Context: an optimization exercise on an open-source flow, tuned for a short achievable clock period and few clock cycles. The choices shown serve that exercise and are no tape-out recipe. The RTL was checked by simulation tests, not by an equivalence proof against the original design. No activity file was given, so power comes from the tool's default toggle rates.

Setup of build 4:
// snappy_dec
module snappy_dec (
    input  wire        clk,
    input  wire        rst,
    input  wire        start,
    input  wire [15:0] src_len,
    input  wire [15:0] dst_cap,
    output wire        busy,
    output reg         done,
    output reg  [7:0]  fault,
    output reg  [31:0] result,
    output reg  [31:0] info0,
    output reg  [31:0] info1,
    output reg         in_re,
    output reg  [15:0] in_addr,
    input  wire [7:0]  in_rdata,
    output reg         out_re,
    output reg  [15:0] out_raddr,
    input  wire [7:0]  out_rdata,
    output reg         out_we,
    output reg  [15:0] out_waddr,
    output reg  [7:0]  out_wdata
);
==> flow/config.mk <==
export PLATFORM = sky130hd
export DESIGN_NAME = snappy_dec
export DESIGN_NICKNAME = snappy_dec
export VERILOG_FILES = /design/flow/design.v
export SDC_FILE = /design/flow/constraint.sdc
export NUM_CORES = 4
export LEC_CHECK = 0
export ABC_CLOCK_PERIOD_IN_PS = 3000
export CAP_MARGIN = 20
export CORE_MARGIN = 2
export CORE_UTILIZATION = 75
export CTS_CLUSTER_DIAMETER = 80
export CTS_CLUSTER_SIZE = 20
export SLEW_MARGIN = 20
==> flow/constraint.sdc <==
create_clock -name core_clock -period 10.0 [get_ports {clk}]
set_input_delay 2.0000 -clock core_clock [delete_from_list [all_inputs] [get_ports {clk}]]
set_output_delay 2.0000 -clock core_clock [all_outputs]
set_load 0.01 [all_outputs]
standard.sh (not shown) runs the stock make flow with config.mk's settings and CLKGATE_MAP_FILE= SYNTH_SCRIPT=/design/flow/synth_recipe.tcl, a recipe that flattens the netlist after the stock synthesis.
==> flow/flow/run.sh <==
#!/bin/bash
set -euo pipefail
bash standard.sh SETUP_SLACK_MARGIN=7.2 finish > flow_make.log 2>&1
Every stage of the flow completed for build 4, and the final layout passed the timing, design-rule and antenna checks.
Testbench counts of build 4, summed over its fixed seeds: cycles 151,834.
Input-level comparison between build 95 and build 4:
# build 4
export LEC_CHECK = 0
export ABC_CLOCK_PERIOD_IN_PS = 3000
export CAP_MARGIN = 20
export CORE_MARGIN = 2
export CORE_UTILIZATION = 75
export CTS_CLUSTER_DIAMETER = 80
export CTS_CLUSTER_SIZE = 20
export SLEW_MARGIN = 20
create_clock -name core_clock -period 10.0 [get_ports {clk}]
# build 95
export LEC_CHECK = 0
export ABC_CLOCK_PERIOD_IN_PS = 3000
export CAP_MARGIN = 20
export CORE_MARGIN = 2
export CORE_UTILIZATION = 60
export CTS_CLUSTER_DIAMETER = 80
export CTS_CLUSTER_SIZE = 20
export SLEW_MARGIN = 20
create_clock -name core_clock -period 10.0 [get_ports {clk}]
[summary]
- From build 4 to build 95 the numbers moved as follows: total length of routed wires has decreased, half-perimeter wire length after placement has decreased.
- Maximum root-to-sink buffer count of build 4 is on par with build 95.
- The die area in build 95 is 1.2 times that in build 4.
- Compared with build 4, in build 95 number of vias per cell after detailed routing decreased by 0.93 relative to the old numbers, non-clock buffer count decreased by 2.8% relative to the old numbers, total power of the final layout decreased by 0.95% relative to the old numbers.
- Build 4 reports its launch point of the critical path as cq_wp[0] while build 95 reports out_we.
- Build 95 ends up with a combinational power that is about 6% lower than in build 4.
## Diff of input files: build 91 against build 95
# build 95
export LEC_CHECK = 0
export ABC_CLOCK_PERIOD_IN_PS = 3000
export CAP_MARGIN = 20
export CORE_MARGIN = 2
export CORE_UTILIZATION = 60
export CTS_CLUSTER_DIAMETER = 80
export CTS_CLUSTER_SIZE = 20
export SLEW_MARGIN = 20
create_clock -name core_clock -period 10.0 [get_ports {clk}]
# build 91
export LEC_CHECK = 0
export ABC_CLOCK_PERIOD_IN_PS = 3000
export CAP_MARGIN = 20
export CORE_MARGIN = 2
export CORE_UTILIZATION = 50
export SLEW_MARGIN = 20
create_clock -name core_clock -period 10.0 [get_ports {clk}]
==> flow/flow/run.sh <==
#!/bin/bash
set -euo pipefail
bash standard.sh SETUP_SLACK_MARGIN=7.2 "CTS_ARGS=-sink_clustering_enable -repair_clock_nets -apply_ndr full" finish > flow_make.log 2>&1
Findings:
Post-synthesis to final-layout area growth came out higher on build 91 than on build 95.
The xor and xnor area share after synthesis was comparable across build 95 and build 91.
Row final weighted congestion in routability-driven placement: build 91 higher / build 95 lower
First-pass GRT wire length ended up about 3.5% higher on build 91 than on build 95.
Build 91 vs build 95: maximum ir drop on the vdd rail up in build 91
Compared to build 95, build 91 leaves more free space in the core.
On build 91: CTS clock-pin slew for the worst setup and hold paths is 0.03 ns lower than what build 95 gave.
[compare] base=build 95 new=build 91: total placed cells including tap cells shows an increase of 4.9%, H-tree depth reported by CTS climbed 1, final total power +17%.
diff inputs: build 91 => build 93
# build 91
export LEC_CHECK = 0
export ABC_CLOCK_PERIOD_IN_PS = 3000
export CAP_MARGIN = 20
export CORE_MARGIN = 2
export CORE_UTILIZATION = 50
export SLEW_MARGIN = 20
create_clock -name core_clock -period 10.0 [get_ports {clk}]
# build 93
export LEC_CHECK = 0
export ABC_CLOCK_PERIOD_IN_PS = 3000
export CAP_MARGIN = 20
export CORE_MARGIN = 2
export CORE_UTILIZATION = 60
export CTS_CLUSTER_DIAMETER = 60
export CTS_CLUSTER_SIZE = 30
export SLEW_MARGIN = 20
create_clock -name core_clock -period 10.0 [get_ports {clk}]
==> flow/flow/run.sh <==
#!/bin/bash
set -euo pipefail
bash standard.sh SETUP_SLACK_MARGIN=7.2 finish > flow_make.log 2>&1
Notes after the runs:
- The sequential cell area of build 91 and that of build 93 are within noise of each other.
- Diff build 91 -> build 93 | final core utilization | increase of 9.9 points
- The run showing the greater total internal power is build 91.
- Comparing build 91 against build 93, there is no change at all in number of setup violations in the final report.
- Re sequential share of layout area: build 91 and build 93 aren't equal, and the lower value belongs to build 91.
- The run with more setup slack is build 91; build 93 has less.
- Period utilization (build 93 over build 91): increase, 0.29 points
- The fmax reported for build 93 is smaller than that of build 91 by 0.0029 GHz.

## port drivers added, routing unchanged
No port has a modelled driver above. Below, the same layouts with a new extraction and two added sets of constraints. Step 1, drivers: a clkbuf_16 drives clk and a buf_2 each remaining input, both assumed. Step 2 moves the port delays by t, midway between the first and last clock arrival at a register: inputs arrive t later, outputs are due t later. That takes back most of the time a late clock gives input paths. Three values: no drivers, after step 1, after step 2; two values: the first two.
| run | t, ns | slack for setup (ns) | worst setup path after step 2 | latest minus earliest clock arrival (ns) | pins driven straight from the clock port |
|---|---|---|---|---|---|
| build 4 | 0.689 | 6.782 / 6.782 / 6.604 | input to register | 0.032 / 0.031 | 1 |
| build 95 | 0.682 | 6.859 / 6.795 / 6.615 | input to register | 0.037 / 0.038 | 1 |
| build 91 | 0.696 | 6.886 / 6.818 / 6.616 | input to register | 0.033 / 0.032 | 1 |
| build 93 | 0.681 | 6.857 / 6.794 / 6.631 | input to register | 0.038 / 0.037 | 1 |
After both steps every run listed still meets setup and hold. The setup slack of build 91, which loses most, moves by -0.068 ns with the drivers and by -0.270 ns with both steps.
